This is an optimization exercise on Yosys and OpenROAD, whose aim is small area, a short achievable clock period and few clock cycles, not a production implementation.
The RTL was checked by simulation tests, not by an equivalence proof against the original design.

<file path="flow/constraint.sdc">
create_clock -name core_clock -period 10.0 [get_ports {clk}]
set_input_delay 2.0000 -clock core_clock [delete_from_list [all_inputs] [get_ports {clk}]]
set_output_delay 2.0000 -clock core_clock [all_outputs]
set_load 0.01 [all_outputs]
</file>
<file path="flow/design.v">
module mml_voice (
    input  wire        clk,
    input  wire        rst,         
    input  wire        in_valid,
    input  wire [7:0]  in_byte,
    input  wire        in_last,     
    output reg         in_ready,
    output reg         out_valid,
    input  wire        out_ready,
    output reg  [1:0]  out_kind,    
    output reg  [18:0] out_freq,    
    output reg  [28:0] out_dur,     
    output reg  [1:0]  out_fill,    
    output reg  [3:0]  out_vol,     
    output reg  [2:0]  out_err,     
    output reg         out_fg       
);
  localparam [1:0] K_TONE = 2'd0, K_END = 2'd1, K_ERR = 2'd2;
  localparam [2:0] E_MISSING_NUM = 3'd1, E_NOTE_RANGE = 3'd2,
                   E_ZERO_LEN    = 3'd3, E_ZERO_TEMPO = 3'd4,
                   E_BAD_ACC     = 3'd5, E_BAD_M      = 3'd6,
                   E_BAD_CMD     = 3'd7;
  localparam [3:0] U_NOP  = 4'd0,    
                   U_GT   = 4'd1,    
                   U_LT   = 4'd2,    
                   U_L    = 4'd3,
                   U_T    = 4'd4,
                   U_O    = 4'd5,
                   U_V    = 4'd6,
                   U_N    = 4'd7,
                   U_NOTE = 4'd8,    
                   U_P    = 4'd9,
                   U_M    = 4'd10,   
                   U_ERR  = 4'd11,   
                   U_SKIP = 4'd12;   
  localparam [29:0] K240 = 30'd240000000, K360 = 30'd360000000;
  reg [7:0] b_byte;
  reg       b_last;
  reg       b_valid;
  reg [7:0] s_byte;
  reg       s_last;
  reg       s_valid;
  reg [2:0]  oct;
  reg        eff_valid;
  reg [2:0]  eff;
  reg [15:0] len_n;
  reg [3:0]  len_k_n;     
  reg        len_p2_n;    
  reg [1:0]  speed;
  reg [3:0]  vol;
  reg        fg;
  reg [27:0] q240;        
  reg [28:0] q360;        
  reg [3:0]  cmd;
  reg        str_done;    
  reg        fresh;       
  reg [3:0]  semi;        
  reg [15:0] num;
  reg        have_num;
  reg        dotted;
  reg        divt;        
  reg        divl;        
  reg [3:0]  dcnt;
  reg        zvol;        
  reg        endq;        
  wire       lower    = (b_byte >= 8'h61 && b_byte <= 8'h7a);
  wire [7:0] fb       = {b_byte[7:6], b_byte[5] & !lower, b_byte[4:0]};
  wire       is_digit = (b_byte >= 8'h30 && b_byte <= 8'h39);
  wire       is_sharp = (b_byte == 8'h23 || b_byte == 8'h2b);
  wire       is_flat  = (b_byte == 8'h2d);
  wire       is_dot   = (b_byte == 8'h2e);
  wire [19:0] num_next_w = {num, 3'b000} + {num, 1'b0} + b_byte[3:0];
  wire [15:0] num_next   = (num_next_w[19:16] != 4'd0) ? 16'hffff : num_next_w[15:0];
  wire [2:0]  cur_oct = eff_valid ? eff : oct;
  reg cont;
  always @(*) begin
    case (cmd)
      U_L, U_T, U_O, U_V: cont = is_digit;
      U_N, U_P:           cont = !dotted && (is_digit || is_dot);
      U_NOTE:             cont = (fresh && (is_sharp || is_flat)) ||
                                 (!dotted && (is_digit || is_dot));
      U_M:                cont = 1'b1;
      default:            cont = 1'b0;
    endcase
  end
  function [4:0] pow2_k(input [15:0] x);    
    reg [7:0] any1, two1;
    reg [3:0] any2, two2;
    reg [1:0] any3, two3;
    reg       any4, two4;
    integer   j;
    begin
      for (j = 0; j < 8; j = j + 1) begin
        any1[j] = x[2*j] | x[2*j+1];
        two1[j] = x[2*j] & x[2*j+1];
      end
      for (j = 0; j < 4; j = j + 1) begin
        any2[j] = any1[2*j] | any1[2*j+1];
        two2[j] = two1[2*j] | two1[2*j+1] | (any1[2*j] & any1[2*j+1]);
      end
      for (j = 0; j < 2; j = j + 1) begin
        any3[j] = any2[2*j] | any2[2*j+1];
        two3[j] = two2[2*j] | two2[2*j+1] | (any2[2*j] & any2[2*j+1]);
      end
      any4 = any3[0] | any3[1];
      two4 = two3[0] | two3[1] | (any3[0] & any3[1]);
      pow2_k[4] = any4 & !two4;
      pow2_k[0] = x[1] | x[3] | x[5] | x[7] | x[9] | x[11] | x[13] | x[15];
      pow2_k[1] = x[2] | x[3] | x[6] | x[7] | x[10] | x[11] | x[14] | x[15];
      pow2_k[2] = x[4] | x[5] | x[6] | x[7] | x[12] | x[13] | x[14] | x[15];
      pow2_k[3] = |x[15:8];
    end
  endfunction
  wire [4:0]  num_pk   = pow2_k(num);
  wire        use_num  = have_num && (cmd != U_N);
  wire [15:0] len_sel  = use_num ? num : len_n;
  wire        len_pow2 = use_num ? num_pk[4]   : len_p2_n;
  wire [3:0]  len_k    = use_num ? num_pk[3:0] : len_k_n;
  wire [28:0] q_sel     = dotted ? q360 : {1'b0, q240};
  wire [28:0] dur_shift = q_sel >> len_k;
  wire [6:0]  u_note = cur_oct * 7'd12 + {3'd0, semi};
  wire [6:0]  u_sel  = (cmd == U_N) ? num[6:0] : u_note;
  wire [18:0] rom_freq;
  mml_freq_rom u_rom (.u(u_sel), .freq_chz(rom_freq));
  wire        is_rest = (cmd == U_P) || (cmd == U_N && num == 16'd0);
  function [3:0] base_semi1(input [7:0] l);
    case (l)
      8'h43: base_semi1 = 4'd1;    
      8'h44: base_semi1 = 4'd3;    
      8'h45: base_semi1 = 4'd5;    
      8'h46: base_semi1 = 4'd6;    
      8'h47: base_semi1 = 4'd8;    
      8'h41: base_semi1 = 4'd10;   
      default: base_semi1 = 4'd12;  
    endcase
  endfunction
  reg [3:0]  t_cnt0;
  reg [15:0] t_rema0, t_remb0;
  always @(*) begin
    if (num[15:12] != 4'd0) begin
      t_cnt0 = 4'd8;  t_rema0 = K240 >> 18; t_remb0 = K360 >> 18;
    end else if (num[11:7] != 5'd0) begin
      t_cnt0 = 4'd10; t_rema0 = K240 >> 22; t_remb0 = K360 >> 22;
    end else if (num[6:5] != 2'd0) begin
      t_cnt0 = 4'd11; t_rema0 = K240 >> 24; t_remb0 = K360 >> 24;
    end else begin
      t_cnt0 = 4'd14; t_rema0 = 16'd0;      t_remb0 = 16'd0;
    end
  end
  function [17:0] step2(input [15:0] r, input b1, input b0, input [15:0] d);
    reg [16:0] t1, t2;
    reg [17:0] s1, s2;
    reg [15:0] r1, r2;
    reg        q1, q0;
    begin
      t1 = {r, b1};
      s1 = {1'b0, t1} - {2'b00, d};
      q1 = !s1[17];
      r1 = q1 ? s1[15:0] : t1[15:0];
      t2 = {r1, b0};
      s2 = {1'b0, t2} - {2'b00, d};
      q0 = !s2[17];
      r2 = q0 ? s2[15:0] : t2[15:0];
      step2 = {q1, q0, r2};
    end
  endfunction
  wire [4:0]  dbit  = {dcnt, 1'b0};
  wire        a_b1  = divt ? K240[dbit + 5'd1] : out_dur[28];
  wire        a_b0  = divt ? K240[dbit]        : out_dur[27];
  wire [17:0] st_a  = step2(out_freq[15:0], a_b1, a_b0, len_sel);
  wire [17:0] st_b  = step2(out_dur[15:0], K360[dbit + 5'd1], K360[dbit], num);
  wire out_free = !out_valid || out_ready;
  wire busy     = divl || (divt && dcnt != 4'd0);
  wire adv      = out_free && !busy;
  always @(*) begin
    in_ready = !s_valid;
    out_fill = speed;
    out_vol  = zvol ? 4'd0 : vol;
  end
  reg        consume;      
  reg        start;        
  reg        go_skip;      
  reg        emit_tone;
  reg        emit_end;
  reg        emit_err;
  reg [2:0]  err_code;
  reg        fin;          
  reg        fin_ok;
  reg        tdiv;         
  reg        ldiv;         
  always @(*) begin
    consume   = 1'b0;
    start     = 1'b0;
    go_skip   = 1'b0;
    emit_tone = 1'b0;
    emit_end  = 1'b0;
    emit_err  = 1'b0;
    err_code  = out_err;
    fin       = 1'b0;
    fin_ok    = 1'b0;
    tdiv      = 1'b0;
    ldiv      = 1'b0;
    if (adv) begin
      case (cmd)
        U_SKIP: consume = b_valid;
        U_ERR: begin
          emit_err = 1'b1;
          go_skip  = !str_done && b_valid;
        end
        default: begin
          fin = str_done || (b_valid && !cont);
          if (fin) begin
            fin_ok = 1'b1;
            case (cmd)
              U_L: begin
                if (!have_num)     begin fin_ok = 1'b0; err_code = E_MISSING_NUM; end
                else if (num == 0) begin fin_ok = 1'b0; err_code = E_ZERO_LEN; end
              end
              U_T: begin
                if (!have_num)     begin fin_ok = 1'b0; err_code = E_MISSING_NUM; end
                else if (num == 0) begin fin_ok = 1'b0; err_code = E_ZERO_TEMPO; end
              end
              U_O, U_V: begin
                if (!have_num)     begin fin_ok = 1'b0; err_code = E_MISSING_NUM; end
              end
              U_N: begin
                if (!have_num)          begin fin_ok = 1'b0; err_code = E_MISSING_NUM; end
                else if (num > 16'd84)  begin fin_ok = 1'b0; err_code = E_NOTE_RANGE; end
              end
              U_NOTE, U_P: begin
                if (have_num && num == 0) begin fin_ok = 1'b0; err_code = E_ZERO_LEN; end
              end
              U_M: begin fin_ok = 1'b0; err_code = E_BAD_M; end
              default: ;
            endcase
            if (!fin_ok) begin
              emit_err = 1'b1;
              go_skip  = !str_done;
            end else if (cmd == U_T) begin
              tdiv = 1'b1;                  
            end else if (cmd == U_N || cmd == U_NOTE || cmd == U_P) begin
              if (len_pow2) begin
                emit_tone = 1'b1;
                start     = b_valid;
              end else begin
                ldiv = 1'b1;
              end
            end else begin
              emit_end = str_done;
              start    = b_valid;
            end
          end else begin
            consume = b_valid;
          end
        end
      endcase
      if (endq && (emit_tone || emit_end || emit_err || tdiv || ldiv)) begin
        consume   = 1'b0;
        start     = 1'b0;
        go_skip   = 1'b0;
        emit_tone = 1'b0;
        emit_end  = 1'b0;
        emit_err  = 1'b0;
        fin       = 1'b0;
        tdiv      = 1'b0;
        ldiv      = 1'b0;
      end
    end
    if (start || go_skip) consume = 1'b1;
  end
  always @(posedge clk) begin
    if (consume) begin
      if (s_valid) begin
        b_byte  <= s_byte;
        b_last  <= s_last;
        s_valid <= 1'b0;
      end else begin
        b_valid <= in_valid;
        b_byte  <= in_byte;
        b_last  <= in_last;
      end
    end else if (!b_valid) begin
      b_valid <= in_valid;
      b_byte  <= in_byte;
      b_last  <= in_last;
    end else if (!s_valid) begin
      s_valid <= in_valid;
      s_byte  <= in_byte;
      s_last  <= in_last;
    end
    if (out_valid && out_ready) begin
      if (endq) begin
        out_kind <= K_END;
        out_fg   <= fg;
        endq     <= 1'b0;
      end else begin
        out_valid <= 1'b0;
      end
    end
    if (emit_tone) begin
      out_valid <= 1'b1;
      out_kind  <= K_TONE;
      out_freq  <= is_rest ? 19'd0 : rom_freq;
      out_dur   <= dur_shift;
      zvol      <= (cmd == U_N) && (num == 16'd0);
      endq      <= str_done;
    end
    if (emit_end) begin
      out_valid <= 1'b1;
      out_kind  <= K_END;
      out_fg    <= fg;
    end
    if (emit_err) begin
      out_valid <= 1'b1;
      out_kind  <= K_ERR;
      out_err   <= err_code;
      out_fg    <= fg;
    end
    if (fin && fin_ok) begin
      case (cmd)
        U_GT: begin
          eff_valid <= 1'b1;
          eff       <= (cur_oct == 3'd6) ? 3'd6 : cur_oct + 3'd1;
        end
        U_LT: begin
          eff_valid <= 1'b1;
          eff       <= (cur_oct == 3'd0) ? 3'd0 : cur_oct - 3'd1;
        end
        U_L: begin
          len_n    <= num;
          len_k_n  <= num_pk[3:0];
          len_p2_n <= num_pk[4];
        end
        U_O: begin
          oct       <= (num > 16'd6) ? 3'd6 : num[2:0];
          eff_valid <= 1'b0;
        end
        U_V: vol <= (num > 16'd15) ? 4'd15 : num[3:0];
        U_N, U_NOTE, U_P: if (!ldiv) eff_valid <= 1'b0;
        default: ;
      endcase
    end
    if ((emit_tone || emit_end) && !start) begin
      cmd      <= U_NOP;
      str_done <= 1'b0;
    end
    if (emit_err) begin
      if (str_done) begin
        cmd      <= U_NOP;
        str_done <= 1'b0;
      end else if (!go_skip) begin
        cmd <= U_SKIP;
      end
    end
    if (go_skip) begin
      cmd      <= b_last ? U_NOP : U_SKIP;
      str_done <= 1'b0;
    end
    if (cmd == U_SKIP && consume && b_last) cmd <= U_NOP;
    if (start) begin
      str_done <= b_last;
      num      <= 16'd0;
      have_num <= 1'b0;
      dotted   <= 1'b0;
      fresh    <= 1'b0;
      case (fb)
        8'h3b: cmd <= U_NOP;
        8'h3e: cmd <= U_GT;
        8'h3c: cmd <= U_LT;
        8'h4c: cmd <= U_L;
        8'h54: cmd <= U_T;
        8'h4f: cmd <= U_O;
        8'h56: cmd <= U_V;
        8'h4e: cmd <= U_N;
        8'h50: cmd <= U_P;
        8'h4d: cmd <= U_M;
        8'h41, 8'h42, 8'h43, 8'h44, 8'h45, 8'h46, 8'h47: begin
          cmd   <= U_NOTE;
          semi  <= base_semi1(fb);
          fresh <= 1'b1;
        end
        default: begin
          cmd     <= U_ERR;
          out_err <= E_BAD_CMD;
        end
      endcase
    end
    if (consume && !start && !go_skip && cmd != U_SKIP) begin
      str_done <= b_last;
      fresh    <= 1'b0;
      if (cmd == U_M) begin
        case (fb)
          8'h4e: begin speed <= 2'd0; cmd <= U_NOP; end
          8'h4c: begin speed <= 2'd1; cmd <= U_NOP; end
          8'h53: begin speed <= 2'd2; cmd <= U_NOP; end
          8'h46: begin fg    <= 1'b1; cmd <= U_NOP; end
          8'h42: begin fg    <= 1'b0; cmd <= U_NOP; end
          default: begin cmd <= U_ERR; out_err <= E_BAD_M; end
        endcase
      end else if (is_digit) begin
        num      <= num_next;
        have_num <= 1'b1;
      end else if (is_dot) begin
        dotted <= 1'b1;
      end else begin
        if ((is_flat && (semi == 4'd1 || semi == 4'd6)) ||
            (is_sharp && (semi == 4'd5 || semi == 4'd12))) begin
          cmd     <= U_ERR;
          out_err <= E_BAD_ACC;
        end else begin
          semi <= is_flat ? semi - 4'd1 : semi + 4'd1;
        end
      end
    end
    if (tdiv) begin
      divt           <= 1'b1;
      dcnt           <= t_cnt0;
      out_freq[15:0] <= t_rema0;
      out_dur[15:0]  <= t_remb0;
      q240           <= 28'd0;
      q360           <= 29'd0;
      cmd            <= U_NOP;
    end
    if (divt) begin
      out_freq[15:0] <= st_a[15:0];
      out_dur[15:0]  <= st_b[15:0];
      q240           <= {q240[25:0], st_a[17:16]};
      q360           <= {q360[26:0], st_b[17:16]};
      dcnt           <= dcnt - 4'd1;
      if (dcnt == 4'd0) divt <= 1'b0;
    end
    if (ldiv) begin
      divl           <= 1'b1;
      dcnt           <= 4'd13;
      out_freq[15:0] <= {15'd0, q_sel[28]};
      out_dur        <= {q_sel[27:0], 1'b0};
    end
    if (divl) begin
      out_freq[15:0] <= st_a[15:0];
      out_dur        <= {out_dur[26:0], st_a[17:16]};
      dcnt           <= dcnt - 4'd1;
      if (dcnt == 4'd0) begin
        divl      <= 1'b0;
        out_valid <= 1'b1;
        out_kind  <= K_TONE;
        out_freq  <= is_rest ? 19'd0 : rom_freq;
        zvol      <= (cmd == U_N) && (num == 16'd0);
        endq      <= str_done;
        eff_valid <= 1'b0;
        cmd       <= U_NOP;
        str_done  <= 1'b0;
      end
    end
    if (rst) begin
      b_valid   <= 1'b0;
      s_valid   <= 1'b0;
      oct       <= 3'd4;
      eff_valid <= 1'b0;
      len_n     <= 16'd4;
      len_k_n   <= 4'd2;
      len_p2_n  <= 1'b1;
      speed     <= 2'd0;
      vol       <= 4'd15;
      fg        <= 1'b1;
      q240      <= 28'd2000000;
      q360      <= 29'd3000000;
      cmd       <= U_NOP;
      str_done  <= 1'b0;
      divt      <= 1'b0;
      divl      <= 1'b0;
      out_valid <= 1'b0;
      endq      <= 1'b0;
    end
  end
endmodule
module mml_freq_rom (
    input  wire [6:0]  u,
    output reg  [18:0] freq_chz
);
  always @(*) begin
    case (u)
      7'd1: freq_chz = 19'd1635;
      7'd2: freq_chz = 19'd1732;
      7'd3: freq_chz = 19'd1835;
      7'd4: freq_chz = 19'd1945;
      7'd5: freq_chz = 19'd2060;
      7'd6: freq_chz = 19'd2183;
      7'd7: freq_chz = 19'd2312;
      7'd8: freq_chz = 19'd2450;
      7'd9: freq_chz = 19'd2596;
      7'd10: freq_chz = 19'd2750;
      7'd11: freq_chz = 19'd2914;
      7'd12: freq_chz = 19'd3087;
      7'd13: freq_chz = 19'd3270;
      7'd14: freq_chz = 19'd3465;
      7'd15: freq_chz = 19'd3671;
      7'd16: freq_chz = 19'd3889;
      7'd17: freq_chz = 19'd4120;
      7'd18: freq_chz = 19'd4365;
      7'd19: freq_chz = 19'd4625;
      7'd20: freq_chz = 19'd4900;
      7'd21: freq_chz = 19'd5191;
      7'd22: freq_chz = 19'd5500;
      7'd23: freq_chz = 19'd5827;
      7'd24: freq_chz = 19'd6174;
      7'd25: freq_chz = 19'd6541;
      7'd26: freq_chz = 19'd6930;
      7'd27: freq_chz = 19'd7342;
      7'd28: freq_chz = 19'd7778;
      7'd29: freq_chz = 19'd8241;
      7'd30: freq_chz = 19'd8731;
      7'd31: freq_chz = 19'd9250;
      7'd32: freq_chz = 19'd9800;
      7'd33: freq_chz = 19'd10383;
      7'd34: freq_chz = 19'd11000;
      7'd35: freq_chz = 19'd11654;
      7'd36: freq_chz = 19'd12347;
      7'd37: freq_chz = 19'd13081;
      7'd38: freq_chz = 19'd13859;
      7'd39: freq_chz = 19'd14683;
      7'd40: freq_chz = 19'd15556;
      7'd41: freq_chz = 19'd16481;
      7'd42: freq_chz = 19'd17461;
      7'd43: freq_chz = 19'd18500;
      7'd44: freq_chz = 19'd19600;
      7'd45: freq_chz = 19'd20765;
      7'd46: freq_chz = 19'd22000;
      7'd47: freq_chz = 19'd23308;
      7'd48: freq_chz = 19'd24694;
      7'd49: freq_chz = 19'd26163;
      7'd50: freq_chz = 19'd27718;
      7'd51: freq_chz = 19'd29366;
      7'd52: freq_chz = 19'd31113;
      7'd53: freq_chz = 19'd32963;
      7'd54: freq_chz = 19'd34923;
      7'd55: freq_chz = 19'd36999;
      7'd56: freq_chz = 19'd39200;
      7'd57: freq_chz = 19'd41530;
      7'd58: freq_chz = 19'd44000;
      7'd59: freq_chz = 19'd46616;
      7'd60: freq_chz = 19'd49388;
      7'd61: freq_chz = 19'd52325;
      7'd62: freq_chz = 19'd55437;
      7'd63: freq_chz = 19'd58733;
      7'd64: freq_chz = 19'd62225;
      7'd65: freq_chz = 19'd65926;
      7'd66: freq_chz = 19'd69846;
      7'd67: freq_chz = 19'd73999;
      7'd68: freq_chz = 19'd78399;
      7'd69: freq_chz = 19'd83061;
      7'd70: freq_chz = 19'd88000;
      7'd71: freq_chz = 19'd93233;
      7'd72: freq_chz = 19'd98777;
      7'd73: freq_chz = 19'd104650;
      7'd74: freq_chz = 19'd110873;
      7'd75: freq_chz = 19'd117466;
      7'd76: freq_chz = 19'd124451;
      7'd77: freq_chz = 19'd131851;
      7'd78: freq_chz = 19'd139691;
      7'd79: freq_chz = 19'd147998;
      7'd80: freq_chz = 19'd156798;
      7'd81: freq_chz = 19'd166122;
      7'd82: freq_chz = 19'd176000;
      7'd83: freq_chz = 19'd186466;
      7'd84: freq_chz = 19'd197553;
      default: freq_chz = 19'd0;
    endcase
  end
endmodule
</file>
<file path="flow/run.sh">
#!/bin/bash
# synth_recipe.tcl (not shown) runs the flow's synth.tcl, then flattens the netlist and writes it again
# the make line also repeats each setting of config.mk as NAME=value (left out here)
make -C /OpenROAD-flow-scripts/flow DESIGN_CONFIG=/design/flow/config.mk WORK_HOME=/design/flow/orfs CLKGATE_MAP_FILE= SYNTH_SCRIPT=/design/flow/synth_recipe.tcl finish
</file>
<file path="flow/config.mk">
export PLATFORM = sky130hd
export DESIGN_NAME = mml_voice
export DESIGN_NICKNAME = mml_voice
export VERILOG_FILES = /design/flow/design.v
export SDC_FILE = /design/flow/constraint.sdc
export NUM_CORES = 4
export LEC_CHECK = 0
export CAP_MARGIN = 20
export CORE_MARGIN = 2
export CORE_UTILIZATION = 40
export SETUP_SLACK_MARGIN = 5
export SLEW_MARGIN = 20
</file>
==> results.json, run 1 <==
{
  "grt_max_degree": 97,
  "antenna_cells": 0,
  "wl_per_cell_um": 22.49,
  "yosys_warnings": 2,
  "period_minus_slack_ns": 5.966,
  "holdWs_ns": 0.4568,
  "syn_inst": 2420,
  "startpoint_type": "flip-flop",
  "ys_seq_area_share_pct": 25.45,
  "crit_slowest_cell": "a211o_4",
  "seqCellArea_um2": 4807,
  "fin_cells": 3123,
  "required_ns": 10.31,
  "io_pins": 75,
  "clock_latency_ns": 0.56,
  "dp.cells": 2967,
  "fin_area_um2": 22610,
  "cts_root_buffer": "clkbuf_16",
  "cp_slowest_stage_delay_ns": 0.41,
  "timing.max_cap.violations": 0,
  "finalSetupViolCount": 0,
  "path_cells": "nand4b_1 > nand2_8 > mux2i_4 > ha_1 > nor2b_4 > o31a_1 > o41a_1 > a41o_1 > o21a_1 > a211o_4 > mux2_4 > ha_4 > o21a_1 > o31a_1 > o41a_1 > o41ai_4 > o311ai_2 > nand3_2 > nand2_4 > mux2_4 > o311a_1",
  "ys_ff_latch": 203,
  "totalWireLength_um": 70240,
  "grt-ovfl-total": 0,
  "nFillCells": 4463,
  "end_kind": "flip-flop",
  "final-hold-violation-count": 0,
  "slew_violations": 0,
  "cts_buffers": 26,
  "ys.flop_type": "dfxtp_1",
  "ant_nets": 0,
  "max_slew_margin_pct": 25.03,
  "critical_path.max_fanout": 7,
  "syn2layout_area_growth_pct": 20.51,
  "place.gp.congestion": 0.9793,
  "cts.sinks": 203,
  "die_h_um": 220.6,
  "cts_tree": "done",
  "grt_antenna_before_repair": 1,
  "worstSetupStartpoint": "cmd[3]",
  "multiInputGateArea_um2": 13950,
  "cp.arrival_ns": 6.28,
  "worstSetupPathType": "flip-flop to flip-flop",
  "layout_worst_path_cycle_share_pct": 59.66,
  "die_width_um": 220.6,
  "synth_area_um2": 18760,
  "cts.reportedPaths.clkPinSlew_ns": 0.06,
  "dpl-instance-area_um2": 20020,
  "drtIter0Drc": 2287,
  "dp_hpwl_um": 48260,
  "grt_use_total_pct": 27.66,
  "cts_buffer_depth": 3,
  "via_count": 20070,
  "setup_tns_ns": 0,
  "h-tree-depth": 1,
  "dr.pass1.iters": 6,
  "drc": 0,
  "grt_pass1_vias": 18290,
  "synth_edf_count": 71,
  "status": "no timing/DRC/antenna violations",
  "reg2reg_from": "cmd[3]",
  "worst_slew_pin_slew_ns": 1.125,
  "drive_gt1_share_pct": 16.61,
  "start_util_pct": 40.38,
  "rsz0062_at_grt": "yes",
  "port_buffers": 74,
  "yosysUniqueCellTypes": 96,
  "avgSynthCellArea_um2": 7.752,
  "row_count": 79,
  "synth_fp_nets": 2565,
  "hold_path.startpoint": "fg",
  "ys_async_sr_fraction_pct": 0,
  "finClkSkew_ns": 0.02460,
  "dieArea_um2": 48650,
  "via_per_inst": 6.427,
  "coreArea_um2": 46460,
  "hold_class": "flip-flop to flip-flop",
  "grt_pass1_wl_um": 106400,
  "timing.fmax_ghz": 0.1676,
  "nets": 2641
}
[Yosys cell counts, types with 15 or more instances]
library cell	instances	share of area [%]
or3_1	15	0.50
inv_1	64	1.3
a22oi_1	17	0.68
o21ai_0	182	4.9
edfxtp_1	71	11
clkbuf_1	128	2.6
nor2_1	216	4.3
ha_1	124	8.3
nor2b_1	35	1.2
a211oi_1	31	1.2
mux2_2	57	3.4
mux2i_1	97	5.2
nand2b_1	23	0.77
xnor2_1	43	2.0
nor3_1	60	1.6
dfxtp_1	132	14
nand3_1	113	3.0
and3_1	20	0.67
o22ai_1	26	0.87
a31oi_1	45	1.5
a21o_1	35	1.4
buf_1	27	0.54
o21a_1	23	0.92
xor2_1	23	1.1
a21oi_1	250	6.7
nand2_1	236	4.7
o211ai_1	28	1.1
[per-stage QoR]
step           setup slack [ns]  util (%)
2_1_floorplan             4.032         -
3_3_place_gp              2.290     43.10
3_5_place_dp              2.073     43.10
4_1_cts                   4.050     47.60
5_1_grt                   3.943     48.66
6_report                  4.034     48.66
[logic make-up (layout without fill, tap and decap cells)]
family / Yosys count / count (layout) / synth area share (%)
XOR/XNOR: 66 / 66 / 3.081
AO/OA/AOI/OAI: 823 / 824 / 28.22
flip-flops: 203 / 203 / 25.45
multiplexers: 157 / 157 / 8.897
adder cells (fa/ha/maj): 132 / 132 / 9.124
buffers and inverters: 234 / 328 / 4.802
AND/OR/NAND/NOR: 805 / 806 / 20.42
[cell usage in the layout, fill, tap and decap left out, types with 52 or more instances in the layout]
master and n:
clkdlybuf4s50_1 73, dfxtp_1 118, nor2_1 212, buf_4 128, edfxtp_1 71, a21oi_1 238, ha_1 105, nand3_1 112
inv_1 60, mux2i_1 80, nor3_1 58, nand2_1 229, o21ai_0 163, mux2_2 52
[layout make-up]
type                    count  area share (%)
flip-flops and latches    203           21.26
inverters                  66           1.129
well taps                 607           3.359
repair buffers            214           8.224
clock inverters             9          0.3542
clock buffers              39           3.974
multi-input cells        1985           61.70
[registers in the layout (all words and copies together), names as in the netlist, 3 cells and up]
signal and cells:
oct 3, num 16, len_n 16, q240 28
out_freq 19, cmd 4, out_err 3, q360 29
vol 4, dcnt 4, semi 4, len_k_n 4
out_dur 29, s_byte 8, eff 3, b_byte 8
[final timing paths]
check / cells past startpoint / slack [ns] / endpoint
worst min-delay path: 0 / 0.46 / out_fg
worst min register to register: 0 / 0.46 / out_fg
worst max-delay path: 21 / 4.03 / out_freq[1]
worst max register to register: 21 / 4.03 / out_freq[1]
[critical path: cells and delay by family (launching register included)]
family	cells	cell delay, ns
AO/OA/AOI/OAI	11	2.95
multiplexers	3	0.96
AND/OR/NAND/NOR	5	0.93
adder cells (fa/ha/maj)	2	0.51
flip-flops	1	0.35
[per-layer routing]
metal	global-route usage [%]	vias to the layer above	wire [µm]	part of all wire (%)
met5	0	-	13	0.019
met4	8.378	2	2346	3.3
met3	3.931	168	6140	8.7
met2	42.20	1034	30500	43
met1	40.22	9655	31240	44
li1	-	9212	-	-
[repair_timing]
| item | CTS | global route |
|---|---|---|
| pin swaps | 44 | 48 |
| buffers inserted | 83 | 23 |
| cloned | 2 | 0 |
| setup endpoints to repair | 65 | 34 |
| hold buffers | 0 | 0 |
| resized for setup | 105 | 76 |
Testbench counts, summed over its fixed seeds: cycles 16,114.
==> inputs of run 2 (changes only) <==
--- a/flow/config.mk
+++ b/flow/config.mk
@@ -9,4 +9,3 @@
 export CORE_MARGIN = 2
 export CORE_UTILIZATION = 40
-export SETUP_SLACK_MARGIN = 5
 export SLEW_MARGIN = 20
==> run 2 against run 1 <==
  * Still clean on timing, DRC and antenna
  * Sequential share of layout area increased by 1.5 points
  * First-iteration DRC count fell by 11%
  * Cell count down 3.4%
  * Worst hold slack better by 0.0064 ns
  * Synthesized cell count is the same
  * Critical path type unchanged
  * Critical endpoint unchanged
  * Largest cell class unchanged
  * Highest routed layer is now met4
==> results.json, run 2 <==
{
  "cp.arrival_ns": 8.94,
  "rrSetupSlack_ns": 1.39,
  "place_worst_setup_slack_ns": 1.464,
  "ys_ff_latch": 203,
  "dr.pass1.iters": 6,
  "cp_slowest_stage_delay_ns": 0.81,
  "hold_path.startpoint": "q360[23]",
  "synth_edf_count": 71,
  "synth_fp_nets": 2565,
  "synth-simple-area-share_pct": 20.42,
  "totalWireLength_um": 65360,
  "reg2reg_to": "out_freq[1]",
  "nets": 2534,
  "coreArea_um2": 46460,
  "worst_slack_ns": 1.387,
  "worstSetupPathType": "flip-flop to flip-flop",
  "final-hold-violation-count": 0,
  "cts_buffers": 27,
  "grt_max_degree": 99,
  "cts.reportedPaths.clkPinSlew_ns": 0.06,
  "h-tree-depth": 1,
  "wl_per_cell_um": 21.66,
  "finClkSkew_ns": 0.01510,
  "synth.area.top_cells": "dfxtp_1 14%, edfxtp_1 11%, ha_1 8.3%, a21oi_1 6.7%, mux2i_1 5.2%",
  "via_count": 19020,
  "startpoint_type": "flip-flop",
  "synthMuxAreaShare_pct": 8.897,
  "cts_buffer_depth": 3,
  "path_buf_inv": 0,
  "cts_tree": "done",
  "drive_gt1_share_pct": 8.008,
  "end_kind": "flip-flop",
  "dieArea_um2": 48650,
  "syn_inst": 2420,
  "io_pins": 75,
  "holdWs_ns": 0.4632,
  "period_minus_slack_ns": 8.613,
  "nFillCells": 4714,
  "layout_commonest_cell": "a21oi_1",
  "syn2layout_area_growth_pct": 11.69,
  "synth_compound_area_share_pct": 28.22,
  "grt_antenna_before_repair": 0,
  "die_h_um": 220.6,
  "cts.sinks": 203,
  "finalSetupViolCount": 0,
  "path_delay_family": "compound AO/OA/AOI/OAI gates",
  "clock_latency_ns": 0.58,
  "yosysUniqueCellTypes": 96,
  "max_slew_margin_pct": 25.98,
  "dp_hpwl_um": 48090,
  "timing.fmax_ghz": 0.1161,
  "die_width_um": 220.6,
  "status": "no timing/DRC/antenna violations",
  "path_cells": "nand4b_1 > nand2_1 > mux2i_1 > ha_1 > nor2b_1 > o31a_1 > o41a_1 > a41o_1 > o21a_1 > a211o_1 > mux2_1 > ha_1 > o21a_1 > o31a_1 > o41a_1 > o41ai_1 > o311ai_0 > nand3_1 > nand2_1 > mux2_2 > o311a_1",
  "synth_top_area_share_pct": 14.09,
  "grt_use_total_pct": 26.15,
  "setup_tns_ns": 0,
  "synth_xor_area_share_pct": 3.081,
  "worst_slew_pin_slew_ns": 1.110,
  "port_buffers": 74,
  "synthTopCellsByCount": "250 x a21oi_1, 236 x nand2_1, 216 x nor2_1, 182 x o21ai_0, 132 x dfxtp_1",
  "via_per_inst": 6.303,
  "crit_slowest_cell": "dfxtp_1",
  "ys_async_sr_fraction_pct": 0,
  "ant_nets": 0,
  "rr_worst_depth": 21,
  "required_ns": 10.32,
  "reg.largest.list": "out_dur: 29 flops, q360: 29 flops, q240: 28 flops",
  "grt_pass1_vias": 17450,
  "postCtsSetupBuffers": 0,
  "ys_seq_area_share_pct": 25.45,
  "layout_worst_path_cycle_share_pct": 86.13,
  "place.gp.congestion": 0.9632,
  "post_cts_resized": 0,
  "grt-ovfl-total": 0,
  "cts_hold_buffers": 0,
  "synth_top_family_by_area": "compound AO/OA/AOI/OAI gates",
  "final_cell_mix": "250 x a21oi_1, 236 x nand2_1, 216 x nor2_1",
  "rsz0062_at_grt": "no",
  "hold_depth": 2,
  "slew_violations": 0,
  "ys.flop_type": "dfxtp_1",
  "avgSynthCellArea_um2": 7.752,
  "critical_path.max_fanout": 25,
  "timing.max_cap.violations": 0,
  "yosys_warnings": 2,
  "holdPathEnd": "q360[25]",
  "synth_top_cell_by_area": "dfxtp_1",
  "antenna_cells": 0,
  "hold_class": "flip-flop to flip-flop",
  "grt_pass1_wl_um": 100700,
  "synth_most_common_cell": "a21oi_1",
  "drc": 0,
  "yosys.area_share.adder_pct": 9.124,
  "start_util_pct": 40.38,
  "drtIter0Drc": 2039,
  "row_count": 79,
  "synth_area_um2": 18760,
  "cts_root_buffer": "clkbuf_16",
  "reg2reg_from": "cmd[2]"
}
[run 2: layout make-up]
type | count | area (µm²) | share of cell area, %
Clock buffer | 32 | 768.2 | 3.666
Tap cell | 607 | 759.5 | 3.625
Multi-Input combinational cell | 1983 | 13120 | 62.63
Timing Repair Buffer | 108 | 993.5 | 4.741
Clock inverter | 18 | 284.0 | 1.355
Inverter | 66 | 247.7 | 1.182
Sequential cell | 203 | 4777 | 22.80
[run 2: kinds of logic (layout without fill, tap and decap cells)]
logic type / after synthesis / after routing
AO/OA/AOI/OAI: 823 / 823
AND/OR/NAND/NOR: 805 / 805
buffers and inverters: 234 / 224
flip-flops: 203 / 203
multiplexers: 157 / 157
adder cells (fa/ha/maj): 132 / 132
XOR/XNOR: 66 / 66
[run 2: worst max-delay path by stage]
stage                 from          end  slack (ns)  cells past startpoint
global route        cmd[2]  out_freq[1]        0.90                     21
global placement    cmd[2]  out_freq[2]        1.60                     21
CTS                 cmd[2]  out_freq[1]        1.44                     21
floorplan           cmd[1]   out_dur[0]        2.91                     23
finish              cmd[2]  out_freq[1]        1.39                     21
detailed placement  cmd[2]  out_freq[1]        1.46                     21
[run 2: per-stage QoR]
step | utilization (%) | area (µm²) | instances
2_1_floorplan | - | 18760 | 2420
3_3_place_gp | 42.84 | 19900 | 2967
3_5_place_dp | 42.84 | 19900 | 2967
4_1_cts | 45.10 | 20950 | 3017
5_1_grt | 45.10 | 20950 | 3017
6_report | 45.10 | 20950 | 3017
[run 2: worst min-delay path: cells and delay by family (launching register included)]
| family | cells | cell delay, ns |
|---|---|---|
| and+or+nand+nor | 1 | 0.06 |
| AOI/OAI and AO/OA | 1 | 0.05 |
| DFF | 1 | 0.32 |
[run 2: metal layers]
| metal | wire length, µm | track usage [%] | share of wire [%] | vias to the layer above |
|---|---|---|---|---|
| met5 | 0 | 0 | 0 | - |
| met4 | 1923 | 7.578 | 2.9 | 0 |
| met3 | 5900 | 4.838 | 9.0 | 118 |
| met2 | 27950 | 39.37 | 43 | 907 |
| met1 | 29580 | 37.88 | 45 | 9010 |
| li1 | - | - | - | 8982 |
==> inputs of run 3 (changes only) <==
--- a/flow/design.v
+++ b/flow/design.v
@@ -61,7 +61,7 @@
   reg        divt;        
   reg        divl;        
-  reg [3:0]  dcnt;
-  reg        zvol;        
+  reg [4:0]  dcnt;
   reg        endq;        
+  reg [2:0]  errc;        
   wire       lower    = (b_byte >= 8'h61 && b_byte <= 8'h7a);
   wire [7:0] fb       = {b_byte[7:6], b_byte[5] & !lower, b_byte[4:0]};
@@ -135,47 +135,39 @@
     endcase
   endfunction
-  reg [3:0]  t_cnt0;
+  reg [4:0]  t_cnt0;
   reg [15:0] t_rema0, t_remb0;
   always @(*) begin
     if (num[15:12] != 4'd0) begin
-      t_cnt0 = 4'd8;  t_rema0 = K240 >> 18; t_remb0 = K360 >> 18;
-    end else if (num[11:7] != 5'd0) begin
-      t_cnt0 = 4'd10; t_rema0 = K240 >> 22; t_remb0 = K360 >> 22;
-    end else if (num[6:5] != 2'd0) begin
-      t_cnt0 = 4'd11; t_rema0 = K240 >> 24; t_remb0 = K360 >> 24;
+      t_cnt0 = 5'd16; t_rema0 = K240 >> 17; t_remb0 = K360 >> 17;
+    end else if (num[11:8] != 4'd0) begin
+      t_cnt0 = 5'd20; t_rema0 = K240 >> 21; t_remb0 = K360 >> 21;
+    end else if (num[7] != 1'b0) begin
+      t_cnt0 = 5'd21; t_rema0 = K240 >> 22; t_remb0 = K360 >> 22;
+    end else if (num[6] != 1'b0) begin
+      t_cnt0 = 5'd22; t_rema0 = K240 >> 23; t_remb0 = K360 >> 23;
+    end else if (num[5] != 1'b0) begin
+      t_cnt0 = 5'd23; t_rema0 = K240 >> 24; t_remb0 = K360 >> 24;
     end else begin
-      t_cnt0 = 4'd14; t_rema0 = 16'd0;      t_remb0 = 16'd0;
+      t_cnt0 = 5'd28; t_rema0 = 16'd0;      t_remb0 = 16'd0;
     end
   end
-  function [17:0] step2(input [15:0] r, input b1, input b0, input [15:0] d);
-    reg [16:0] t1, t2;
-    reg [17:0] s1, s2;
-    reg [15:0] r1, r2;
-    reg        q1, q0;
+  function [16:0] step1(input [15:0] r, input b, input [15:0] d);
+    reg [16:0] t;
+    reg [17:0] sd;
+    reg        q;
     begin
-      t1 = {r, b1};
-      s1 = {1'b0, t1} - {2'b00, d};
-      q1 = !s1[17];
-      r1 = q1 ? s1[15:0] : t1[15:0];
-      t2 = {r1, b0};
-      s2 = {1'b0, t2} - {2'b00, d};
-      q0 = !s2[17];
-      r2 = q0 ? s2[15:0] : t2[15:0];
-      step2 = {q1, q0, r2};
+      t  = {r, b};
+      sd = {1'b0, t} - {2'b00, d};
+      q  = !sd[17];
+      step1 = {q, q ? sd[15:0] : t[15:0]};
     end
   endfunction
-  wire [4:0]  dbit  = {dcnt, 1'b0};
-  wire        a_b1  = divt ? K240[dbit + 5'd1] : out_dur[28];
-  wire        a_b0  = divt ? K240[dbit]        : out_dur[27];
-  wire [17:0] st_a  = step2(out_freq[15:0], a_b1, a_b0, len_sel);
-  wire [17:0] st_b  = step2(out_dur[15:0], K360[dbit + 5'd1], K360[dbit], num);
+  wire        a_b   = divt ? K240[dcnt] : out_dur[28];
+  wire [16:0] st_a  = step1(out_freq[15:0], a_b, len_sel);
+  wire [16:0] st_b  = step1(out_dur[15:0], K360[dcnt], num);
   wire out_free = !out_valid || out_ready;
-  wire busy     = divl || (divt && dcnt != 4'd0);
-  wire adv      = out_free && !busy;
-  always @(*) begin
-    in_ready = !s_valid;
-    out_fill = speed;
-    out_vol  = zvol ? 4'd0 : vol;
-  end
+  wire busy     = divl || (divt && dcnt != 5'd0);
+  wire adv      = !busy;
+  always @(*) in_ready = !s_valid;
   reg        consume;      
   reg        start;        
@@ -196,5 +188,5 @@
     emit_end  = 1'b0;
     emit_err  = 1'b0;
-    err_code  = out_err;
+    err_code  = errc;
     fin       = 1'b0;
     fin_ok    = 1'b0;
@@ -255,5 +247,5 @@
         end
       endcase
-      if (endq && (emit_tone || emit_end || emit_err || tdiv || ldiv)) begin
+      if ((endq || !out_free) && (emit_tone || emit_end || emit_err || tdiv || ldiv)) begin
         consume   = 1'b0;
         start     = 1'b0;
@@ -292,5 +284,4 @@
       if (endq) begin
         out_kind <= K_END;
-        out_fg   <= fg;
         endq     <= 1'b0;
       end else begin
@@ -303,5 +294,7 @@
       out_freq  <= is_rest ? 19'd0 : rom_freq;
       out_dur   <= dur_shift;
-      zvol      <= (cmd == U_N) && (num == 16'd0);
+      out_fill  <= speed;
+      out_vol   <= ((cmd == U_N) && (num == 16'd0)) ? 4'd0 : vol;
+      out_fg    <= fg;          
       endq      <= str_done;
     end
@@ -381,6 +374,6 @@
         end
         default: begin
-          cmd     <= U_ERR;
-          out_err <= E_BAD_CMD;
+          cmd  <= U_ERR;
+          errc <= E_BAD_CMD;
         end
       endcase
@@ -396,5 +389,5 @@
           8'h46: begin fg    <= 1'b1; cmd <= U_NOP; end
           8'h42: begin fg    <= 1'b0; cmd <= U_NOP; end
-          default: begin cmd <= U_ERR; out_err <= E_BAD_M; end
+          default: begin cmd <= U_ERR; errc <= E_BAD_M; end
         endcase
       end else if (is_digit) begin
@@ -406,6 +399,6 @@
         if ((is_flat && (semi == 4'd1 || semi == 4'd6)) ||
             (is_sharp && (semi == 4'd5 || semi == 4'd12))) begin
-          cmd     <= U_ERR;
-          out_err <= E_BAD_ACC;
+          cmd  <= U_ERR;
+          errc <= E_BAD_ACC;
         end else begin
           semi <= is_flat ? semi - 4'd1 : semi + 4'd1;
@@ -425,25 +418,27 @@
       out_freq[15:0] <= st_a[15:0];
       out_dur[15:0]  <= st_b[15:0];
-      q240           <= {q240[25:0], st_a[17:16]};
-      q360           <= {q360[26:0], st_b[17:16]};
-      dcnt           <= dcnt - 4'd1;
-      if (dcnt == 4'd0) divt <= 1'b0;
+      q240           <= {q240[26:0], st_a[16]};
+      q360           <= {q360[27:0], st_b[16]};
+      dcnt           <= dcnt - 5'd1;
+      if (dcnt == 5'd0) divt <= 1'b0;
     end
     if (ldiv) begin
       divl           <= 1'b1;
-      dcnt           <= 4'd13;
-      out_freq[15:0] <= {15'd0, q_sel[28]};
-      out_dur        <= {q_sel[27:0], 1'b0};
+      dcnt           <= 5'd28;
+      out_freq[15:0] <= 16'd0;
+      out_dur        <= q_sel;
     end
     if (divl) begin
       out_freq[15:0] <= st_a[15:0];
-      out_dur        <= {out_dur[26:0], st_a[17:16]};
-      dcnt           <= dcnt - 4'd1;
-      if (dcnt == 4'd0) begin
+      out_dur        <= {out_dur[27:0], st_a[16]};
+      dcnt           <= dcnt - 5'd1;
+      if (dcnt == 5'd0) begin
         divl      <= 1'b0;
         out_valid <= 1'b1;
         out_kind  <= K_TONE;
         out_freq  <= is_rest ? 19'd0 : rom_freq;
-        zvol      <= (cmd == U_N) && (num == 16'd0);
+        out_fill  <= speed;
+        out_vol   <= ((cmd == U_N) && (num == 16'd0)) ? 4'd0 : vol;
+        out_fg    <= fg;
         endq      <= str_done;
         eff_valid <= 1'b0;
--- a/flow/config.mk
+++ b/flow/config.mk
@@ -9,3 +9,4 @@
 export CORE_MARGIN = 2
 export CORE_UTILIZATION = 40
+export SETUP_SLACK_MARGIN = 5
 export SLEW_MARGIN = 20
==> run 3 against run 2 <==
  * Die area fell by 9.4%
  * Sequential cell count rose by 9
  * Non-clock buffer count fell by 7
  * First-iteration DRC count fell by 6.3%
  * Synthesized area fell by 9.5%
  * Global-route usage fell by 1.9 points
  * Register-to-register slack improved by 3.9 ns
  * Sequential share of layout area rose by 3.7 points
  * Clock-buffer cell count did not move
  * Synthesized cell count fell by 15%
  * Via count fell by 14%
==> results.json, run 3 <==
{
  "status": "no timing/DRC/antenna violations",
  "reg.largest.list": "out_dur: 29 flops, q360: 29 flops, q240: 28 flops",
  "place.gp.congestion": 0.9550,
  "synth_edf_count": 74,
  "synthTopCellsByCount": "219 x nor2_1, 177 x nand2_1, 176 x a21oi_1, 138 x dfxtp_1, 124 x o21ai_0",
  "syn_inst": 2069,
  "hold_path.startpoint": "out_freq[17]",
  "via_count": 16410,
  "hold_class": "flip-flop to flip-flop",
  "synth_area_um2": 16970,
  "cts_tree": "done",
  "rr_worst_depth": 14,
  "coreArea_um2": 41950,
  "cts.sinks": 212,
  "grt_use_total_pct": 24.22,
  "final_util_pct": 44.99,
  "max_slew_margin_pct": 30.78,
  "end_kind": "flip-flop",
  "required_ns": 10.38,
  "antenna_cells": 0,
  "final_cell_mix": "218 x nor2_1, 177 x nand2_1, 175 x a21oi_1",
  "nets": 2156,
  "grt_pass1_wl_um": 86640,
  "worstSetupPathType": "flip-flop to flip-flop",
  "slew_violations": 0,
  "die_h_um": 210.0,
  "grt_antenna_before_repair": 0,
  "postCtsSetupBuffers": 0,
  "hold_depth": 2,
  "dp_hpwl_um": 39430,
  "layout_commonest_cell": "nor2_1",
  "period_minus_slack_ns": 4.743,
  "finClkSkew_ns": 0.02980,
  "finalSetupViolCount": 0,
  "wl_per_cell_um": 21.22,
  "rrSetupSlack_ns": 5.26,
  "syn2layout_area_growth_pct": 11.19,
  "die_width_um": 210.0,
  "avgSynthCellArea_um2": 8.203,
  "rsz0062_at_grt": "no",
  "cts_hold_buffers": 0,
  "ys_ff_latch": 212,
  "io_pins": 75,
  "setup_tns_ns": 0,
  "reg2reg_to": "out_freq[0]",
  "yosysUniqueCellTypes": 102,
  "worst_slew_pin_slew_ns": 1.038,
  "critical_path.max_fanout": 28,
  "port_buffers": 74,
  "start_util_pct": 40.46,
  "reg2reg_from": "cmd[1]",
  "holdWs_ns": 0.4488,
  "synth_top_cell_by_area": "dfxtp_1",
  "ys_async_sr_fraction_pct": 0,
  "yosys_warnings": 2,
  "cts_buffers": 25,
  "grt-ovfl-total": 0,
  "ys_seq_area_share_pct": 29.37,
  "synth_top_area_share_pct": 16.28,
  "startpoint_type": "flip-flop",
  "drc": 0,
  "synth_most_common_cell": "nor2_1",
  "layout_worst_path_cycle_share_pct": 47.43,
  "ant_nets": 0,
  "grt_pass1_vias": 15220,
  "grt_max_degree": 98,
  "dr.pass1.iters": 9,
  "totalWireLength_um": 55200,
  "synth_fp_nets": 2181,
  "synth.area.top_cells": "dfxtp_1 16%, edfxtp_1 13%, ha_1 6.9%, mux2i_1 6.7%, a21oi_1 5.2%",
  "cts_buffer_depth": 3,
  "dieArea_um2": 44090,
  "drtIter0Drc": 1910,
  "ys.flop_type": "dfxtp_1",
  "timing.fmax_ghz": 0.2108,
  "drive_gt1_share_pct": 8.337,
  "row_count": 75,
  "clock_latency_ns": 0.57,
  "cp.arrival_ns": 5.12,
  "via_per_inst": 6.305,
  "final-hold-violation-count": 0,
  "cts.reportedPaths.clkPinSlew_ns": 0.07,
  "h-tree-depth": 1,
  "cts_root_buffer": "clkbuf_16",
  "timing.max_cap.violations": 0,
  "holdPathEnd": "out_freq[17]"
}
run 3: changes by cell type after synthesis, moves of 24 or more:
| cell | change |
|---|---|
| buf_2 | +24 |
| o21ai_0 | -58 |
| a21oi_1 | -74 |
| ha_1 | -31 |
| nand3_1 | -57 |
| a22oi_1 | +34 |
| nand2_1 | -59 |
| clkbuf_1 | -33 |
run 3: routing by layer:
metal	global-route usage, %	up-vias	wire (µm)
met3	3.278	110	4173
li1	-	7754	-
met1	33.13	7847	24050
met2	39.72	695	25390
met5	0	-	0
met4	7.606	0	1590
run 3: cell families (layout without fill, tap and decap cells):
logic type | count (synthesis) | after routing | share of synthesized area, %
and+or+nand+nor | 658 | 658 | 18.65
buffers and inverters | 227 | 221 | 5.537
muxes | 159 | 159 | 10.11
AOI/OAI and AO/OA | 675 | 675 | 26.75
adders and majority gates | 99 | 99 | 7.564
DFF | 212 | 212 | 29.37
xor gates and xnor gates | 39 | 39 | 2.013
run 3: repair_timing:
item / in CTS / in global routing
setup endpoints to repair: 0 / 19
resized for setup: 0 / 7
endpoints found under the hold margin: 0 / 0
run 3: worst max-delay path, cell delays in order, from the launching register on:
cell and delay (ns):
dfxtp_1 0.82, nand4b_1 0.20, nand2_1 0.44, buf_4 0.38, mux2i_1 0.33, ha_1 0.28
nor2b_1 0.14, o31a_1 0.29, o211a_1 0.26, nor3_1 0.25, nor2_1 0.15, a21oi_2 0.13
buf_4 0.30, mux2_2 0.38, o221ai_1 0.18
run 3: how the worst max path moves through the flow:
stage,start,end,depth (start not counted)
after floorplan,cmd[2],out_freq[13],16
after global placement,out_ready,out_freq[8],10
after detailed placement,out_ready,out_freq[0],10
after CTS,out_ready,out_freq[1],10
after global routing,cmd[1],out_freq[0],14
final,cmd[1],out_freq[0],14
run 3: stage by stage:
step	area (µm²)	std cells	setup WS (ns)
after floorplan	16970	2069	5.470
after global placement	17970	2555	4.490
after detailed placement	17970	2555	4.449
after CTS	18810	2601	5.011
after global routing	18870	2602	5.009
final	18870	2602	5.257
run 3: final cells by class:
type | instances | area [µm²]
flip-flops and latches | 212 | 4991
multi-input cells | 1630 | 11120
well taps | 539 | 674.4
clock inverters | 14 | 193.9
inverters | 74 | 277.8
fillers | 4097 | 23080
clock buffers | 32 | 651.9
repair buffers | 101 | 958.4
Testbench counts of run 3, summed over its fixed seeds: cycles 18,967.
==> inputs of run 4 (changes only) <==
--- a/flow/config.mk
+++ b/flow/config.mk
@@ -9,4 +9,3 @@
 export CORE_MARGIN = 2
 export CORE_UTILIZATION = 40
-export SETUP_SLACK_MARGIN = 5
 export SLEW_MARGIN = 20
==> run 4 against run 3 <==
  * Cell count did not move
  * Highest routed layer unchanged
  * Largest cell class unchanged
  * Setup slack got worse by 0.30 ns
  * Synthesized area did not move
==> results.json, run 4 <==
{
  "synth_top_area_share_pct": 16.28,
  "grt_pass1_wl_um": 86640,
  "io_pins": 75,
  "dr.pass1.iters": 6,
  "reg.largest.list": "out_dur: 29 flops, q360: 29 flops, q240: 28 flops",
  "dp_hpwl_um": 39430,
  "synth_area_um2": 16970,
  "die_width_um": 210.0,
  "max_slew_margin_pct": 30.89,
  "nets": 2156,
  "cp-endpoint": "out_freq[1]",
  "grt_pass1_vias": 15220,
  "synth_compound_area_share_pct": 26.75,
  "synthMuxAreaShare_pct": 10.11,
  "cts_buffers": 25,
  "timing.max_cap.violations": 0,
  "synth_fp_nets": 2181,
  "grt_antenna_before_repair": 0,
  "drtIter0Drc": 2022,
  "seqCellArea_um2": 4987,
  "place.gp.congestion": 0.9550,
  "cts.sinks": 212,
  "ys_async_sr_fraction_pct": 0,
  "syn2layout_area_growth_pct": 11.04,
  "reg2reg_from": "cmd[2]",
  "cts_hold_buffers": 0,
  "timing.fmax_ghz": 0.1984,
  "yosys.area_share.adder_pct": 7.564,
  "fin_cells": 2602,
  "avgSynthCellArea_um2": 8.203,
  "via_per_inst": 6.300,
  "drive_gt1_share_pct": 8.047,
  "synth_xor_area_share_pct": 2.013,
  "grt-ovfl-total": 0,
  "layout_commonest_cell": "nor2_1",
  "drc": 0,
  "slew_violations": 0,
  "required_ns": 10.26,
  "ant_nets": 0,
  "setup_tns_ns": 0,
  "reg2reg_to": "out_freq[0]",
  "cp.arrival_ns": 5.31,
  "holdWs_ns": 0.4488,
  "multiInputGateArea_um2": 11100,
  "place_worst_setup_slack_ns": 4.449,
  "ys_ff_latch": 212,
  "cts_root_buffer": "clkbuf_16",
  "end_kind": "flip-flop",
  "status": "no timing/DRC/antenna violations",
  "synth.area.top_cells": "dfxtp_1 16%, edfxtp_1 13%, ha_1 6.9%, mux2i_1 6.7%, a21oi_1 5.2%",
  "nFillCells": 4100,
  "row_count": 75,
  "synthTopCellsByCount": "219 x nor2_1, 177 x nand2_1, 176 x a21oi_1, 138 x dfxtp_1, 124 x o21ai_0",
  "yosys_warnings": 2,
  "finClkSkew_ns": 0.03150,
  "totalWireLength_um": 55080,
  "fin_area_um2": 18850,
  "final-hold-violation-count": 0,
  "grt_max_degree": 98,
  "die_h_um": 210.0,
  "dpl-instance-area_um2": 17970,
  "startpoint_type": "primary input",
  "port_buffers": 74,
  "final_cell_mix": "219 x nor2_1, 177 x nand2_1, 175 x a21oi_1",
  "yosysUniqueCellTypes": 102,
  "worstSetupPathType": "primary input to flip-flop",
  "postCtsSetupBuffers": 0,
  "rrSetupSlack_ns": 5.06,
  "period_minus_slack_ns": 5.041,
  "h-tree-depth": 1,
  "cts_buffer_depth": 3,
  "synth_top_family_by_area": "compound AO/OA/AOI/OAI gates",
  "post_cts_resized": 0,
  "worst_slew_pin_slew_ns": 1.037,
  "cts_tree": "done",
  "grt_use_total_pct": 24.22,
  "rr_worst_depth": 14,
  "worst_slack_ns": 4.959,
  "dieArea_um2": 44090,
  "via_count": 16390,
  "cts.reportedPaths.clkPinSlew_ns": 0.06,
  "coreArea_um2": 41950,
  "synth-simple-area-share_pct": 18.65,
  "ys.flop_type": "dfxtp_1",
  "wl_per_cell_um": 21.17,
  "antenna_cells": 0,
  "rsz0062_at_grt": "no",
  "synth_most_common_cell": "nor2_1",
  "layout_worst_path_cycle_share_pct": 50.41,
  "start_util_pct": 40.46,
  "critical_path.max_fanout": 31,
  "syn_inst": 2069,
  "finalSetupViolCount": 0,
  "synth_top_cell_by_area": "dfxtp_1",
  "dp.cells": 2555,
  "ys_seq_area_share_pct": 29.37,
  "hold_class": "flip-flop to flip-flop",
  "clock_latency_ns": 0.57,
  "worstSetupStartpoint": "out_ready",
  "synth_edf_count": 74
}
run 4: cell counts after synthesis:
No cell type changed its count.
run 4: layout make-up:
| cell class | instances | share of cell area (%) |
|---|---|---|
| tap | 539 | 3.579 |
| clock buffer | 32 | 3.459 |
| inverter | 74 | 1.474 |
| multi-input combinational | 1630 | 58.91 |
| sequential | 212 | 26.46 |
| timing repair buffer | 101 | 5.086 |
| clock inverter | 14 | 1.029 |
run 4: critical path, stage by stage:
cell	delay [ns]
clkdlybuf4s50_1	0.55
nor2b_1	0.09
o32ai_1	0.11
and2_1	0.24
nand3_1	0.51
nor3_4	0.30
buf_4	0.35
nor2_1	0.23
a21boi_2	0.67
o221ai_1	0.24
run 4: how the worst min path moves through the flow:
stage / from / end / slack, ns / cells past startpoint
after floorplan: errc[2] / errc[2] / 0.43 / 1
after global placement: out_freq[17] / out_freq[17] / 0.44 / 2
after detailed placement: out_freq[17] / out_freq[17] / 0.44 / 2
after CTS: out_freq[17] / out_freq[17] / 0.46 / 2
after global routing: out_freq[17] / out_freq[17] / 0.49 / 2
final: out_freq[17] / out_freq[17] / 0.45 / 2
run 4: per-stage QoR:
stage	utilization, %
5_1_grt	44.93
2_1_floorplan	-
3_3_place_gp	42.83
6_report	44.93
4_1_cts	44.85
3_5_place_dp	42.83
run 4: logic make-up after synthesis:
kind of cell             Yosys count
buffers and inverters            227
adder cells (fa/ha/maj)           99
XOR/XNOR                          39
AO/OA/AOI/OAI                    675
multiplexers                     159
AND/OR/NAND/NOR                  658
flip-flops                       212
run 4: metal layers:
metal	wire length (µm)	track usage [%]
met5	0	0
met2	25330	39.72
met3	4020	3.278
met4	1604	7.606
met1	24130	33.13
==> inputs of run 5 (changes only) <==
--- a/flow/design.v
+++ b/flow/design.v
@@ -58,4 +58,5 @@
   reg [15:0] num;
   reg        have_num;
+  reg        have_len;    
   reg        dotted;
   reg        divt;        
@@ -70,6 +71,7 @@
   wire       is_flat  = (b_byte == 8'h2d);
   wire       is_dot   = (b_byte == 8'h2e);
-  wire [19:0] num_next_w = {num, 3'b000} + {num, 1'b0} + b_byte[3:0];
-  wire [15:0] num_next   = (num_next_w[19:16] != 4'd0) ? 16'hffff : num_next_w[15:0];
+  wire [15:0] num_x10d = {num[12:0], 3'b000} + {num[14:0], 1'b0} + {12'd0, b_byte[3:0]};
+  wire        num_sat  = (num > 16'd6553) || (num == 16'd6553 && b_byte[3:0] > 4'd5);
+  wire [15:0] num_next = num_sat ? 16'hffff : num_x10d;
   wire [2:0]  cur_oct = eff_valid ? eff : oct;
   reg cont;
@@ -113,8 +115,7 @@
   endfunction
   wire [4:0]  num_pk   = pow2_k(num);
-  wire        use_num  = have_num && (cmd != U_N);
-  wire [15:0] len_sel  = use_num ? num : len_n;
-  wire        len_pow2 = use_num ? num_pk[4]   : len_p2_n;
-  wire [3:0]  len_k    = use_num ? num_pk[3:0] : len_k_n;
+  wire [15:0] len_sel  = have_len ? num : len_n;
+  wire        len_pow2 = have_len ? num_pk[4]   : len_p2_n;
+  wire [3:0]  len_k    = have_len ? num_pk[3:0] : len_k_n;
   wire [28:0] q_sel     = dotted ? q360 : {1'b0, q240};
   wire [28:0] dur_shift = q_sel >> len_k;
@@ -355,4 +356,5 @@
       num      <= 16'd0;
       have_num <= 1'b0;
+      have_len <= 1'b0;
       dotted   <= 1'b0;
       fresh    <= 1'b0;
@@ -394,4 +396,5 @@
         num      <= num_next;
         have_num <= 1'b1;
+        have_len <= (cmd != U_N);
       end else if (is_dot) begin
         dotted <= 1'b1;
--- a/flow/config.mk
+++ b/flow/config.mk
@@ -9,3 +9,4 @@
 export CORE_MARGIN = 2
 export CORE_UTILIZATION = 40
+export SETUP_SLACK_MARGIN = 5
 export SLEW_MARGIN = 20
==> run 5 against run 4 <==
  * Setup slack improved by 0.30 ns
  * Critical path type is now flip-flop to flip-flop
  * Still clean
  * Clock-buffer cell count increased by 1
  * Critical path depth increased by 3
  * Largest cell class unchanged
  * Cell count decreased by 1.2%
==> results.json, run 5 <==
{
  "dieArea_um2": 43620,
  "die_width_um": 208.8,
  "final-hold-violation-count": 0,
  "slew_violations": 0,
  "port_buffers": 74,
  "start_util_pct": 40.29,
  "drtIter0Drc": 1902,
  "hold_class": "flip-flop to flip-flop",
  "ant_nets": 0,
  "layout_commonest_cell": "nand2_1",
  "ys.flop_type": "dfxtp_1",
  "cp.arrival_ns": 5.05,
  "row_count": 75,
  "clock_latency_ns": 0.58,
  "antenna_cells": 0,
  "wl_per_cell_um": 20.74,
  "crit_slowest_cell": "dfxtp_1",
  "cts_root_buffer": "clkbuf_16",
  "ys_seq_area_share_pct": 29.82,
  "dp_hpwl_um": 38330,
  "cts_buffer_depth": 3,
  "synth_area_um2": 16780,
  "syn_inst": 2035,
  "finalSetupViolCount": 0,
  "cp_slowest_stage_delay_ns": 0.73,
  "totalWireLength_um": 53330,
  "final_cell_mix": "226 x nand2_1, 194 x nor2_1, 158 x a21oi_1",
  "seqCellArea_um2": 5007,
  "grt_max_degree": 89,
  "syn2layout_area_growth_pct": 11.88,
  "yosysUniqueCellTypes": 109,
  "period_minus_slack_ns": 4.741,
  "dr.pass1.iters": 6,
  "nets": 2117,
  "finClkSkew_ns": 0.04134,
  "avgSynthCellArea_um2": 8.248,
  "place.gp.congestion": 0.9482,
  "path_cells": "nand4b_4 > mux2_2 > clkinv_1 > ha_1 > nor2b_1 > mux2i_1 > a32oi_1 > nand2_1 > a2111oi_0 > a211oi_1 > nor2_1 > a31oi_1 > o221ai_1",
  "via_per_inst": 6.209,
  "timing.max_cap.violations": 0,
  "ys_ff_latch": 213,
  "drive_gt1_share_pct": 8.514,
  "startpoint_type": "flip-flop",
  "via_count": 15960,
  "nFillCells": 4111,
  "synth_fp_nets": 2142,
  "cts_tree": "done",
  "max_slew_margin_pct": 25.87,
  "setup_tns_ns": 0,
  "timing.fmax_ghz": 0.2109,
  "synth_top_area_share_pct": 16.58,
  "grt_antenna_before_repair": 0,
  "cts.reportedPaths.clkPinSlew_ns": 0.07,
  "grt_pass1_vias": 14890,
  "io_pins": 75,
  "cts.sinks": 213,
  "ys_async_sr_fraction_pct": 0,
  "grt_pass1_wl_um": 83920,
  "reg.largest.list": "out_dur: 29 flops, q360: 29 flops, q240: 28 flops",
  "critical_path.max_fanout": 17,
  "grt_use_total_pct": 23.66,
  "layout_worst_path_cycle_share_pct": 47.41,
  "synthTopCellsByCount": "226 x nand2_1, 195 x nor2_1, 158 x a21oi_1, 139 x dfxtp_1, 112 x mux2i_1",
  "h-tree-depth": 1,
  "grt-ovfl-total": 0,
  "end_kind": "flip-flop",
  "rsz0062_at_grt": "yes",
  "required_ns": 10.31,
  "synth_edf_count": 74,
  "drc": 0,
  "worstSetupPathType": "flip-flop to flip-flop",
  "die_h_um": 208.8,
  "cts_buffers": 28,
  "synth.area.top_cells": "dfxtp_1 17%, edfxtp_1 13%, mux2i_1 6.7%, ha_1 6.6%, nand2_1 5.1%",
  "cts_hold_buffers": 0,
  "multiInputGateArea_um2": 10950,
  "yosys_warnings": 2,
  "worst_slew_pin_slew_ns": 1.103,
  "final_util_pct": 45.07,
  "synth_top_cell_by_area": "dfxtp_1",
  "synth_most_common_cell": "nand2_1",
  "coreArea_um2": 41670,
  "status": "no timing/DRC/antenna violations"
}
[run 5: cell types whose count changed after synthesis, moves of 10 or more]
cell and delta:
nand4_1 -11, a311oi_1 -12, inv_1 -15, o21ai_0 -13, nor4_1 -10, nor2_1 -24, nand2_1 +49, o31ai_1 +21
a21oi_1 -18
[run 5: per-layer routing]
metal / vias up / track usage, % / part of all wire (%)
li1: 7564 / - / -
met1: 7649 / 33.28 / 45
met2: 639 / 36.77 / 44
met3: 112 / 3.712 / 7.3
met4: 0 / 8.276 / 3.1
met5: - / 0 / 0
[run 5: logic make-up (layout without fill, tap and decap cells)]
logic type | Yosys count | count (layout) | synth area share [%]
AND/OR/NAND/NOR | 653 | 653 | 18.35
AO/OA/AOI/OAI | 658 | 658 | 26.61
XOR/XNOR | 45 | 45 | 2.348
flip-flops | 213 | 213 | 29.82
buffers and inverters | 213 | 210 | 5.390
multiplexers | 159 | 159 | 10.21
adder cells (fa/ha/maj) | 94 | 94 | 7.275
[run 5: stage by stage]
step | hold WS [ns] | setup slack [ns] | std cells | instance area (µm²)
global route | 0.4739 | 4.925 | 2571 | 18780
global placement | 0.4377 | 4.540 | 2519 | 17760
finish | 0.4512 | 5.259 | 2571 | 18780
detailed placement | 0.4411 | 4.501 | 2519 | 17760
CTS | 0.4543 | 5.108 | 2571 | 18770
floorplan | 0.4273 | 5.919 | 2035 | 16780
[run 5: timing repair]
item,in CTS,in global routing
setup endpoints to repair,0,16
setup buffers,0,0
resized for setup,0,2
[run 5: final timing paths]
check                  start      endpoint  slack [ns]  cells past startpoint
setup / recovery      cmd[2]  out_freq[13]        5.26                     13
hold / removal    out_vol[1]    out_vol[1]        0.45                      2
setup reg to reg      cmd[2]  out_freq[13]        5.26                     13
hold reg to reg   out_vol[1]    out_vol[1]        0.45                      2
[run 5: final cells by class]
class,instances,share of cell area (%)
Timing Repair Buffer,98,4.877
Tap cell,539,3.591
Clock buffer,33,4.111
Sequential cell,213,26.66
Inverter,60,1.199
Multi-Input combinational cell,1609,58.29
Clock inverter,19,1.266
[run 5: worst max-delay path: cells and delay by family (launching register included)]
| family | cells | cell delay [ns] |
|---|---|---|
| buf+inv | 1 | 0.45 |
| flops | 1 | 0.73 |
| compound gates | 5 | 1.05 |
| simple gates | 4 | 0.87 |
| fa+ha+maj | 1 | 0.51 |
| mux | 2 | 0.86 |
Testbench counts of run 5, summed over its fixed seeds: cycles 18,967.

==> what the ideal ports hide <==
How much do the figures lean on ideal ports? The routed layouts below were timed once more, with nothing changed but the port constraints. Step 1: set_driving_cell puts a clkbuf_16 on clk and a buf_2 on each other input, an assumption about the parent block. Step 2 times the ports against the registers' clock, not the clock port: input delays grow and output delays shrink by t, the midpoint of the rising clock arrivals with the driver on. Three values: ideal ports, drivers, drivers and shift; two values: the first two.
run	t (ns)	setup WS [ns]	worst setup path at the end	clock arrival spread, ns	worst register clock-pin slew, ns
run 1	0.607	4.034 / 4.034 / 3.971	input to register	0.025 / 0.024	0.07 / 0.07
run 2	0.625	1.387 / 1.387 / 1.387	register to register	0.015 / 0.015	0.07 / 0.07
run 3	0.611	5.257 / 5.257 / 4.809	input to register	0.030 / 0.030	0.07 / 0.07
run 4	0.611	4.959 / 4.982 / 4.371	input to register	0.032 / 0.032	0.07 / 0.07
run 5	0.620	5.259 / 5.259 / 4.688	input to register	0.042 / 0.042	0.07 / 0.07
After both steps setup and hold are still met in every run listed. For run 4, which loses most, drivers alone change the setup slack by +0.023 ns; drivers and shift together by -0.588 ns.
